This is an optimization exercise on Yosys and OpenROAD, whose aim is small area, a short achievable clock period and few clock cycles per item, not a production implementation. The RTL was checked by simulation tests, not by an equivalence proof against the original design.

birch:
==> flow/design.v (excerpt) <==
module sstv_tone_alu (
    input  wire        clk,
    input  wire        rst,
    input  wire        in_valid,
    output wire        in_ready,
    input  wire [1:0]  in_op,
    input  wire [31:0] in_a,
    input  wire [37:0] in_b,
    output wire        out_valid,
    input  wire        out_ready,
    output wire [31:0] out_res,
    output wire [37:0] out_n
);
Size in the first run: about 3700 cells after synthesis, about 150 I/O pins.
export LEC_CHECK = 0
export CAP_MARGIN = 20
export CORE_MARGIN = 2
export CORE_UTILIZATION = 55
export CTS_BUF_LIST = sky130_fd_sc_hd__clkbuf_4 sky130_fd_sc_hd__clkbuf_8
export PLACE_DENSITY = 0.7
export SLEW_MARGIN = 20
create_clock -name core_clock -period 18.0 [get_ports {clk}]
standard.sh (not shown) runs the stock make flow with config.mk's settings and CLKGATE_MAP_FILE= SYNTH_SCRIPT=/design/flow/synth_recipe.tcl, a recipe that flattens the netlist after the stock synthesis.
==> flow/flow/run.sh <==
#!/bin/bash
# Standard layout, with three changes:
# - between synthesis and floorplan, flow/fapol.py picks the polarity of each
#   full-adder cell so that fewer inverters sit between full adders (a full
#   adder is self-dual); registers and every other cell are left as the
#   standard synthesis made them;
# - timing repair aims for 12.8 ns of setup slack at the design's 18 ns clock
#   (the constraints themselves are unchanged);
# - the port buffers are plain buffers (sky130_fd_sc_hd__buf_1) instead of
#   delay buffers.
set -euo pipefail
R=orfs/results/${FLOW_PLATFORM}/sstv_tone_alu/base
bash standard.sh synth > synth.log 2>&1
cp "$R/1_2_yosys.v" "$R/1_2_yosys.std.v"
python3 flow/fapol.py "$R/1_2_yosys.std.v" "$R/1_2_yosys.v" > fapol.log 2>&1
rm -f "$R/1_synth.odb" "$R/1_synth.sdc"
export SETUP_SLACK_MARGIN=12.8
export BUFFER_PORTS_ARGS="-buffer_cell sky130_fd_sc_hd__buf_1"
bash standard.sh > layout.log 2>&1
Other scripts of this flow, unchanged in this note and not shown: flow/flow/fapol.py
birch: full flow OK, the timing, design-rule and antenna checks passed
Testbench counts of birch, summed over its fixed seeds: cycles 5,232, items 4,312.
Changes in maple relative to birch:
Settings: a change of PLACE_DENSITY from 0.7 to 0.8; a change of CORE_UTILIZATION from 55 to 65.
diff --git a/flow/flow/run.sh b/flow/flow/run.sh
--- a/flow/flow/run.sh
+++ b/flow/flow/run.sh
@@ -5,5 +5,5 @@
 #   adder is self-dual); registers and every other cell are left as the
 #   standard synthesis made them;
-# - timing repair aims for 12.8 ns of setup slack at the design's 18 ns clock
+# - timing repair aims for 12.5 ns of setup slack at the design's 18 ns clock
 #   (the constraints themselves are unchanged);
 # - the port buffers are plain buffers (sky130_fd_sc_hd__buf_1) instead of
@@ -15,5 +15,5 @@
 python3 flow/fapol.py "$R/1_2_yosys.std.v" "$R/1_2_yosys.v" > fapol.log 2>&1
 rm -f "$R/1_synth.odb" "$R/1_synth.sdc"
-export SETUP_SLACK_MARGIN=12.8
+export SETUP_SLACK_MARGIN=12.5
 export BUFFER_PORTS_ARGS="-buffer_cell sky130_fd_sc_hd__buf_1"
 bash standard.sh > layout.log 2>&1
==> run summary <==
[flow] maple | stages: complete | final checks: fail | reason: capacitance limit, slew limit
The run showing the smaller die extent in y is maple.
Going from birch to maple, horizontal die dimension shrank by a little under 10%.
Diff birch -> maple: count of inserted tapcells now sits lower, signed area change from the synthesized netlist to the final layout decreased by 2.9 points relative to the old numbers.
Row count of clock-buffer cells in the layout: maple lower / birch higher

== main ==
sstv_tone_alu, a different RTL version from the one above (not shown whole).
Size in the first run: about 150 I/O pins, roughly 41000 um^2 of cells after synthesis.
Settings: LEC_CHECK=0, CAP_MARGIN=20, CORE_MARGIN=2, CORE_UTILIZATION=60, CTS_BUF_LIST=sky130_fd_sc_hd__clkbuf_4 sky130_fd_sc_hd__clkbuf_8, PLACE_DENSITY=0.75, SLEW_MARGIN=20; clock period 18.0 ns.
==> flow/flow/run.sh <==
#!/bin/bash
# Standard layout, with one netlist clean-up between synthesis and floorplan:
# flow/fapol.py picks the polarity of each full-adder cell so that fewer
# inverters sit between full adders (a full adder is self-dual).  Registers
# and every other cell are left as the standard synthesis made them.
set -euo pipefail
R=orfs/results/${FLOW_PLATFORM}/sstv_tone_alu/base
bash standard.sh synth > synth.log 2>&1
cp "$R/1_2_yosys.v" "$R/1_2_yosys.std.v"
python3 flow/fapol.py "$R/1_2_yosys.std.v" "$R/1_2_yosys.v" > fapol.log 2>&1
rm -f "$R/1_synth.odb" "$R/1_synth.sdc"
bash standard.sh > layout.log 2>&1
Other scripts of this flow, unchanged in this note and not shown: flow/flow/fapol.py
Looking at the reports, main completed the entire flow and the layout it produced met the timing, design-rule and antenna checks.
Testbench counts of main, summed over its fixed seeds: cycles 5,768, items 4,312.
Changes in the feature branch relative to main:
==> flow/flow/run.sh <==
#!/bin/bash
# Standard layout, with two changes:
# - between synthesis and floorplan, flow/fapol.py picks the polarity of each
#   full-adder cell so that fewer inverters sit between full adders (a full
#   adder is self-dual); registers and every other cell are left as the
#   standard synthesis made them;
# - the port buffers are plain buffers (sky130_fd_sc_hd__buf_1) instead of
#   delay buffers.
set -euo pipefail
R=orfs/results/${FLOW_PLATFORM}/sstv_tone_alu/base
bash standard.sh synth > synth.log 2>&1
cp "$R/1_2_yosys.v" "$R/1_2_yosys.std.v"
python3 flow/fapol.py "$R/1_2_yosys.std.v" "$R/1_2_yosys.v" > fapol.log 2>&1
rm -f "$R/1_synth.odb" "$R/1_synth.sdc"
export BUFFER_PORTS_ARGS="-buffer_cell sky130_fd_sc_hd__buf_1"
bash standard.sh > layout.log 2>&1
[summary]
Clock skew delta (the feature branch -> main): insignificant
Measured slew at the worst slew-check pin delta for the feature branch relative to main: 33 ps higher
From the feature branch to main, gate count of the mapped netlist did not move at all.
Final setup slack of the worst path (lower): main

-- static timing again, ports no longer ideal --
The results above use ideal ports. As a check the final layouts listed here were re-extracted and re-timed, cells and wires unchanged.
Step 1 assumes that a clkbuf_16 drives the clock port and a buf_2 every other input.
Step 2 moves the port delays by t, midway between the first and last clock arrival at a register: inputs arrive t later, outputs are due t later. That takes back most of the time a late clock gives input paths.
a / b / c = no drivers / after step 1 / after step 2; a / b = the first two.
run	t, ns	setup slack, ns	worst slew at a driven data input, ns
birch	0.762	12.492 / 12.492 / 12.492	0.23
maple	0.784	11.822 / 11.822 / 11.822	0.10
main	0.795	11.384 / 11.384 / 11.384	0.05
the feature branch	0.786	11.513 / 11.513 / 11.513	0.05
